Background: an optimization exercise with open tools, aiming at small area, a short achievable clock period and few clock cycles. Do not read the settings as production practice.
Only simulation tests tie the RTL to the original design; equivalence was not proved.
Power figures rest on the tool's default switching activity, not on a simulated workload.

==> flow/design.v <==
module pipe_engine (
    input  wire         clk,
    input  wire         rst,           
    input  wire [1:0]   cfg_policy,    
    input  wire         cfg_exe_fwd,   
    input  wire         cfg_mem_fwd,   
    input  wire         cmd_valid,
    output wire         cmd_ready,
    input  wire [69:0]  cmd,
    input  wire [3:0]   tr_status,     
    input  wire [195:0] tr_rec,        
    output wire         rsp_valid,
    output reg          rsp_ok,
    output reg  [63:0]  rsp_val,
    output reg  [1:0]   rsp_pulls      
);
    localparam R_OP    = 64;    
    localparam R_S1    = 67;    
    localparam R_S1N   = 75;
    localparam R_S2    = 76;    
    localparam R_S2N   = 84;
    localparam R_D     = 85;    
    localparam R_DN    = 93;
    localparam R_CCR   = 94;
    localparam R_CCW   = 95;
    localparam R_MEM   = 96;
    localparam R_BR    = 97;
    reg [1:0]  policy;
    reg        exe_fwd, mem_fwd;
    reg        fe_v   [0:1];
    reg        fe_m   [0:1];
    reg [2:0]  fe_op  [0:1];
    reg [7:0]  fe_d   [0:1];
    reg        fe_q   [0:1];
    reg        fe_ccw [0:1];
    reg        fe_dO  [0:1];
    reg [1:0]  fe_dI  [0:1];
    reg [1:0]  fe_dE  [0:1];
    reg        fe_o1;               
    reg        id_v   [0:1];
    reg        id_st  [0:1];
    reg        id_m   [0:1];
    reg [2:0]  id_op  [0:1];
    reg [7:0]  id_d   [0:1];
    reg        id_q   [0:1];
    reg        id_ccw [0:1];
    reg        ex_v   [0:1];
    reg        ex_m   [0:1];
    reg [2:0]  ex_op  [0:1];
    reg        ma_v   [0:1];
    reg        ma_m   [0:1];
    reg [2:0]  ma_op  [0:1];
    reg        halt, fetch_stall, trace_error, trace_done;
    localparam NC = 10;
    localparam LB = 11;                  
    reg [LB-1:0]    cnt_lo [0:NC-1];     
    reg [NC-1:0]    pend;                
    reg [63:LB]     r_hi  [0:NC-1];      
    reg [3:0]       rot;                 
    reg [3:0]       r_id  [0:NC-1];      
    always @* begin
        for (c = 0; c < NC; c = c + 1)
            r_id[c] = (c >= rot) ? c - rot : c + NC - rot;
    end
    reg [NC-1:0]    r_z;                 
    wire            busy = |pend;
    localparam LAST = NC - 1;
    assign cmd_ready = !busy;
    assign rsp_valid = cmd_valid && !busy;
    wire [3:0] opc     = cmd[3:0];
    wire       perfect = (policy == 2'd1);
    wire       at      = !perfect;             
    wire       acc     = cmd_valid && !busy;   
    wire       do_step = acc && opc == 4'h1 && !halt;
    wire       do_upd  = acc && opc == 4'h3;
    integer    i, j, c;
    reg  [1:0] blk_i, blk_e;       
    reg  [1:0] direct;
    reg  [1:0] stall;
    always @* begin
        for (j = 0; j < 2; j = j + 1) begin
            blk_i[j] = id_v[j] && !id_st[j] && !(exe_fwd && id_op[j] != 3'd1);
            blk_e[j] = ex_v[j] && !mem_fwd;
        end
        direct[0] = (fe_dO[0] && fe_v[1] &&  fe_o1) || |(fe_dI[0] & blk_i) || |(fe_dE[0] & blk_e);
        direct[1] = (fe_dO[1] && fe_v[0] && !fe_o1) || |(fe_dI[1] & blk_i) || |(fe_dE[1] & blk_e);
        stall[0]  = fe_v[0] && (direct[0] || (fe_v[1] &&  fe_o1 && direct[1]));
        stall[1]  = fe_v[1] && (direct[1] || (fe_v[0] && !fe_o1 && direct[0]));
    end
    wire rest_empty = !(ex_v[0] | ex_v[1] | id_v[0] | id_v[1] | fe_v[0] | fe_v[1]);
    wire wb_any     = ma_v[0] | ma_v[1];
    wire halt_wb    = trace_done & wb_any & rest_empty;
    wire fs         = fetch_stall & !((ma_v[0] & ma_m[0]) | (ma_v[1] & ma_m[1]));
    wire [1:0]  st0  = tr_status[1:0];
    wire [1:0]  st1  = tr_status[3:2];
    wire [97:0] rec0 = tr_rec[97:0];
    wire [97:0] rec1 = tr_rec[195:98];
    wire hold0  = stall[0];
    wire act0   = !hold0 && !fs;                  
    wire take0  = act0 && !trace_done;            
    wire good0  = take0 && st0 == 2'd0 && rec0[R_OP +: 3] <= 3'd4;
    wire br0    = good0 && at && rec0[R_OP +: 3] == 3'd3;
    wire mis0   = br0 && !rec0[R_BR];
    wire end0   = act0 && !good0;
    wire err0   = take0 && !good0 && st0 != 2'd1;
    wire [1:0]  sts  = take0 ? st1 : st0;
    wire [97:0] recs = take0 ? rec1 : rec0;
    wire hold1  = stall[1];
    wire act1   = !hold1 && !fs && !mis0;
    wire take1  = act1 && !trace_done && !end0;
    wire good1  = take1 && sts == 2'd0 && recs[R_OP +: 3] <= 3'd4;
    wire br1    = good1 && at && recs[R_OP +: 3] == 3'd3;
    wire mis1   = br1 && !recs[R_BR];
    wire end1   = act1 && !good1;
    wire err1   = take1 && !good1 && sts != 2'd1;
    wire n_halt = halt_wb | (end0 & rest_empty) | (end1 & rest_empty & !good0);
    function automatic dep(input [97:0] r, input pq, input pccw, input [7:0] pd);
        dep = (r[R_CCR] & pccw) |
              (pq & ((r[R_S1N] & (r[R_S1 +: 8] == pd)) | (r[R_S2N] & (r[R_S2 +: 8] == pd))));
    endfunction
    reg [1:0] nI0, nE0, nI1, nE1;
    reg       nO1;
    always @* begin
        for (j = 0; j < 2; j = j + 1) begin
            nI0[j] = dep(rec0, fe_q[j], fe_ccw[j], fe_d[j]);
            nE0[j] = dep(rec0, id_q[j], id_ccw[j], id_d[j]);
            nI1[j] = dep(recs, fe_q[j], fe_ccw[j], fe_d[j]);
            nE1[j] = dep(recs, id_q[j], id_ccw[j], id_d[j]);
        end
        nO1 = take0 ? dep(rec1, rec0[R_DN] & (rec0[R_MEM] | rec0[R_CCW]), rec0[R_CCW], rec0[R_D +: 8])
                    : nI1[0];
    end
    wire [7:0] csr  = cmd[11:4];
    wire       is_rd = (opc == 4'hC);
    wire       g1   = is_rd && csr[7:4] == 4'h1;
    wire       g2op = is_rd && (csr == 8'h21 || (csr == 8'h22 && trace_done));
    reg [LB-1:0] rd_lo;
    reg [63:LB]  rd_hi;
    always @* begin
        rd_lo = {LB{1'b0}};
        for (c = 0; c < NC - 1; c = c + 1)
            if (g1 && csr[3:0] == c) rd_lo = rd_lo | cnt_lo[c];
        if (g2op) rd_lo = rd_lo | cnt_lo[NC-1];
        rd_hi = {64-LB{1'b0}};
        for (c = 0; c < NC; c = c + 1)
            if (!r_z[c] && (r_id[c] == NC - 1 ? g2op : (g1 && csr[3:0] == r_id[c])))
                rd_hi = rd_hi | r_hi[c];
    end
    always @* begin
        rsp_ok    = 1'b1;
        rsp_val   = {rd_hi, rd_lo};
        rsp_pulls = 2'd0;
        case (opc)
            4'h1: begin
                rsp_val[0] = halt | n_halt;
                if (!halt) rsp_pulls = {1'b0, take0} + {1'b0, take1};
            end
            4'h2: begin
                rsp_ok     = !perfect;
                rsp_val[0] = !perfect;
            end
            4'h3: ;
            4'hC: begin
                case (csr)
                    8'h00: rsp_val[1:0] = 2'd2;
                    8'h01: rsp_val[1:0] = policy;
                    8'h02: rsp_val[0]   = exe_fwd;
                    8'h03: rsp_val[0]   = mem_fwd;
                    8'h10, 8'h11, 8'h12, 8'h13, 8'h14, 8'h15, 8'h16, 8'h17, 8'h18: ;
                    8'h20: rsp_val[4:0] = {trace_done, trace_done, trace_error, fetch_stall, halt};
                    8'h21, 8'h22, 8'h23, 8'h24: ;
                    default: rsp_ok = 1'b0;
                endcase
            end
            default: rsp_ok = 1'b0;
        endcase
    end
    wire [1:0] ret_cat [0:4];
    genvar g;
    generate
        for (g = 0; g < 5; g = g + 1) begin : g_cat
            assign ret_cat[g] = {1'b0, ma_v[0] && ma_op[0] == g} + {1'b0, ma_v[1] && ma_op[1] == g};
        end
    endgenerate
    wire [1:0] n_good = {1'b0, good0} + {1'b0, good1};
    wire [1:0] n_wb   = {1'b0, ma_v[0]} + {1'b0, ma_v[1]};
    wire [1:0] n_br   = do_step ? {1'b0, br0} + {1'b0, br1} : {1'b0, do_upd};
    wire       n_mis  = do_step ? (mis0 | mis1) : (do_upd && cmd[68] != cmd[69]);
    reg  [1:0] cinc [0:NC-1];            
    reg [LB:0] lo_sum [0:NC-1];          
    always @* begin
        cinc[0] = {1'b0, do_step};
        cinc[1] = do_step ? n_wb : 2'd0;
        cinc[2] = n_br;
        cinc[3] = {1'b0, n_mis};
        for (c = 0; c < 5; c = c + 1) cinc[4 + c] = do_step ? ret_cat[c] : 2'd0;
        cinc[9] = do_step ? n_good : 2'd0;
        for (c = 0; c < NC; c = c + 1) lo_sum[c] = {1'b0, cnt_lo[c]} + cinc[c];
    end
    wire         last_p  = pend[r_id[LAST]];
    wire [63:LB] ring_in = (r_z[LAST] ? {64-LB{1'b0}} : r_hi[LAST]) + last_p;
    always @(posedge clk) begin
        r_hi[0] <= ring_in;
        for (c = 1; c < NC; c = c + 1) r_hi[c] <= r_hi[c-1];
    end
    always @(posedge clk) begin
        if (rst) begin
            policy  <= cfg_policy;
            exe_fwd <= cfg_exe_fwd;
            mem_fwd <= cfg_mem_fwd;
            for (i = 0; i < 2; i = i + 1) begin
                fe_v[i]  <= 1'b0;
                id_v[i]  <= 1'b0;
                id_st[i] <= 1'b0;
                ex_v[i]  <= 1'b0;
                ma_v[i]  <= 1'b0;
            end
            fe_o1         <= 1'b0;
            halt          <= 1'b0;
            fetch_stall   <= 1'b0;
            trace_error   <= 1'b0;
            trace_done    <= 1'b0;
            for (c = 0; c < NC; c = c + 1) cnt_lo[c] <= {LB{1'b0}};
            rot  <= 4'd0;
            r_z  <= {NC{1'b1}};
            pend <= {NC{1'b0}};
        end else begin
            rot <= (rot == NC - 1) ? 4'd0 : rot + 4'd1;
            r_z <= {r_z[NC-2:0], r_z[LAST] & !last_p};
            if (busy) begin
                pend[r_id[LAST]] <= 1'b0;
            end else begin
                for (c = 0; c < NC; c = c + 1) begin
                    cnt_lo[c] <= lo_sum[c][LB-1:0];
                    if (lo_sum[c][LB]) pend[c] <= 1'b1;
                end
            end
            if (do_step) begin
                halt        <= n_halt;
                fetch_stall <= fs | mis0 | mis1;
                trace_error <= trace_error | err0 | err1;
                trace_done  <= trace_done | end0 | end1;
                for (i = 0; i < 2; i = i + 1) begin
                    ma_v[i]   <= ex_v[i];
                    ma_m[i]   <= ex_m[i];
                    ma_op[i]  <= ex_op[i];
                    ex_v[i]   <= id_v[i] & !id_st[i];
                    ex_m[i]   <= id_m[i];
                    ex_op[i]  <= id_op[i];
                    id_v[i]   <= fe_v[i];
                    id_st[i]  <= stall[i];
                    id_m[i]   <= fe_m[i];
                    id_op[i]  <= fe_op[i];
                    id_d[i]   <= fe_d[i];
                    id_q[i]   <= fe_q[i];
                    id_ccw[i] <= fe_ccw[i];
                end
                fe_o1 <= hold1 & (!hold0 | fe_o1);
                if (hold0) begin
                    fe_dE[0] <= fe_dI[0];
                    fe_dI[0] <= {fe_dO[0], 1'b0};
                end else begin
                    fe_v[0]   <= good0;
                    fe_m[0]   <= mis0;
                    fe_op[0]  <= rec0[R_OP +: 3];
                    fe_d[0]   <= rec0[R_D +: 8];
                    fe_q[0]   <= rec0[R_DN] & (rec0[R_MEM] | rec0[R_CCW]);
                    fe_ccw[0] <= rec0[R_CCW];
                    fe_dO[0]  <= nI0[1];
                    fe_dI[0]  <= nI0;
                    fe_dE[0]  <= nE0;
                end
                if (hold1) begin
                    fe_dE[1] <= fe_dI[1];
                    fe_dI[1] <= {1'b0, fe_dO[1]};
                end else begin
                    fe_v[1]   <= good1;
                    fe_m[1]   <= mis1;
                    fe_op[1]  <= recs[R_OP +: 3];
                    fe_d[1]   <= recs[R_D +: 8];
                    fe_q[1]   <= recs[R_DN] & (recs[R_MEM] | recs[R_CCW]);
                    fe_ccw[1] <= recs[R_CCW];
                    fe_dO[1]  <= nO1;
                    fe_dI[1]  <= nI1;
                    fe_dE[1]  <= nE1;
                end
            end
        end
    end
endmodule
make LEC_CHECK=0 CAP_MARGIN=20 CORE_MARGIN=2 CORE_UTILIZATION=50 CTS_BUF_LIST=sky130_fd_sc_hd__clkbuf_16 CTS_CLUSTER_DIAMETER=80 CTS_CLUSTER_SIZE=24 PLACE_DENSITY=0.7 SETUP_SLACK_MARGIN=4.75 SLEW_MARGIN=20 finish   # period 12.0 ns
run.sh (not shown) runs the stock make flow with config.mk's settings and CLKGATE_MAP_FILE= SYNTH_SCRIPT=/design/flow/synth_recipe.tcl, a recipe that flattens the netlist after the stock synthesis.
Testbench counts at the start, summed over its fixed seeds: cycles 12,016.
Next try:
--- a/flow/design.v
+++ b/flow/design.v
@@ -54,16 +54,11 @@
     localparam NC = 10;
     localparam LB = 11;                  
     reg [LB-1:0]    cnt_lo [0:NC-1];     
     reg [NC-1:0]    pend;                
     reg [63:LB]     r_hi  [0:NC-1];      
-    reg [3:0]       rot;                 
     reg [3:0]       r_id  [0:NC-1];      
-    always @* begin
-        for (c = 0; c < NC; c = c + 1)
-            r_id[c] = (c >= rot) ? c - rot : c + NC - rot;
-    end
     reg [NC-1:0]    r_z;                 
     wire            busy = |pend;
     localparam LAST = NC - 1;
     assign cmd_ready = !busy;
     assign rsp_valid = cmd_valid && !busy;
@@ -219,15 +214,16 @@
             halt          <= 1'b0;
             fetch_stall   <= 1'b0;
             trace_error   <= 1'b0;
             trace_done    <= 1'b0;
             for (c = 0; c < NC; c = c + 1) cnt_lo[c] <= {LB{1'b0}};
-            rot  <= 4'd0;
+            for (c = 0; c < NC; c = c + 1) r_id[c] <= c;
             r_z  <= {NC{1'b1}};
             pend <= {NC{1'b0}};
         end else begin
-            rot <= (rot == NC - 1) ? 4'd0 : rot + 4'd1;
+            r_id[0] <= r_id[LAST];
+            for (c = 1; c < NC; c = c + 1) r_id[c] <= r_id[c-1];
             r_z <= {r_z[NC-2:0], r_z[LAST] & !last_p};
             if (busy) begin
                 pend[r_id[LAST]] <= 1'b0;
             end else begin
                 for (c = 0; c < NC; c = c + 1) begin
The new run completed with no timing, DRC or antenna violations.
Non-clock buffer count increases by 45.
Clock power grows by about 5%.
Maximum frequency goes up by 1.0%.
Setup slack is better by 0.072 ns.
Final cell count went down by 7.1%.
Sequential share of layout area went up by 3.7 points.
Global-route usage drops by 0.81 points.
Hold slack improves by 0.014 ns.
First-iteration DRC count drops by 12%.
Register-to-register slack is better by 1.6 ns.
Die area decreases by 4.2%.
Via count goes down by 8.1%.
Area after synthesis falls by 4.3%.
Sequential power rose by about 5%.
Testbench counts after the change, summed over its fixed seeds: cycles 12,016.


## oak
Starts from the design.v that is shown in full above.
make LEC_CHECK=0 CAP_MARGIN=20 CORE_MARGIN=2 CORE_UTILIZATION=40 CTS_BUF_LIST=sky130_fd_sc_hd__clkbuf_16 CTS_CLUSTER_DIAMETER=80 CTS_CLUSTER_SIZE=24 PLACE_DENSITY=0.6 SETUP_SLACK_MARGIN=4.75 SLEW_MARGIN=20 finish   # period 12.0 ns
oak: flow completed, timing, DRC and antenna clean
Testbench counts of oak, summed over its fixed seeds: cycles 12,016.
Inputs modified between oak and pine:
--- a/flow/design.v
+++ b/flow/design.v
@@ -53,18 +53,13 @@
     reg        halt, fetch_stall, trace_error, trace_done;
     localparam NC = 10;
     localparam LB = 11;                  
     reg [LB-1:0]    cnt_lo [0:NC-1];     
     reg [NC-1:0]    pend;                
     reg [63:LB]     r_hi  [0:NC-1];      
-    reg [3:0]       rot;                 
     reg [3:0]       r_id  [0:NC-1];      
-    always @* begin
-        for (c = 0; c < NC; c = c + 1)
-            r_id[c] = (c >= rot) ? c - rot : c + NC - rot;
-    end
     reg [NC-1:0]    r_z;                 
     wire            busy = |pend;
     localparam LAST = NC - 1;
     assign cmd_ready = !busy;
     assign rsp_valid = cmd_valid && !busy;
     wire [3:0] opc     = cmd[3:0];
@@ -218,17 +213,18 @@
             fe_o1         <= 1'b0;
             halt          <= 1'b0;
             fetch_stall   <= 1'b0;
             trace_error   <= 1'b0;
             trace_done    <= 1'b0;
             for (c = 0; c < NC; c = c + 1) cnt_lo[c] <= {LB{1'b0}};
-            rot  <= 4'd0;
+            for (c = 0; c < NC; c = c + 1) r_id[c] <= c;
             r_z  <= {NC{1'b1}};
             pend <= {NC{1'b0}};
         end else begin
-            rot <= (rot == NC - 1) ? 4'd0 : rot + 4'd1;
+            r_id[0] <= r_id[LAST];
+            for (c = 1; c < NC; c = c + 1) r_id[c] <= r_id[c-1];
             r_z <= {r_z[NC-2:0], r_z[LAST] & !last_p};
             if (busy) begin
                 pend[r_id[LAST]] <= 1'b0;
             end else begin
                 for (c = 0; c < NC; c = c + 1) begin
                     cnt_lo[c] <= lo_sum[c][LB-1:0];
[summary]
Average footprint of a synthesized cell grows by a little under 10% when moving from oak to pine.
Post-layout utilization of the core delta (oak -> pine): insignificant
Compared to oak, pine has post-cts resize count 77 lower.
pine against oak: final routed wirelength across all metal layers fell by 5300 µm, initial antenna violation count shows an increase of 1.
Testbench counts of pine, summed over its fixed seeds: cycles 12,016.

[re-timing with driven ports]
The flow's constraints put no driver on any port. The routed layouts listed below were extracted and timed again, unchanged, in two steps.
Step 1 (the two cells are an assumption about what drives the block):
set clk [get_ports {clk}]
set_driving_cell -lib_cell sky130_fd_sc_hd__clkbuf_16 $clk
set_driving_cell -lib_cell sky130_fd_sc_hd__buf_2 [delete_from_list [all_inputs] $clk]
Step 2 times the ports against the registers' clock, not the clock port: input delays grow and output delays shrink by t, the midpoint of the rising clock arrivals with the driver on.
Three values: ideal ports, drivers, drivers and shift; two values: the first two.
run | t (ns) | setup WS [ns] | latest minus earliest clock arrival (ns) | slew at the worst register clock pin (ns) | worst slew at a driven data input, ns
the first run of note 1 | 0.666 | 4.665 / 4.613 / 4.613 | 0.038 / 0.038 | 0.10 / 0.10 | 0.05
the second run of note 1 | 0.671 | 4.737 / 4.695 / 4.695 | 0.024 / 0.023 | 0.10 / 0.10 | 0.06
oak | 0.668 | 4.772 / 4.732 / 4.732 | 0.042 / 0.041 | 0.10 / 0.10 | 0.07
pine | 0.676 | 4.727 / 4.696 / 4.696 | 0.050 / 0.051 | 0.10 / 0.10 | 0.04
After both steps every run listed still meets setup and hold. For the first run of note 1, which loses most, drivers alone change the setup slack by -0.052 ns; drivers and shift together by -0.052 ns.
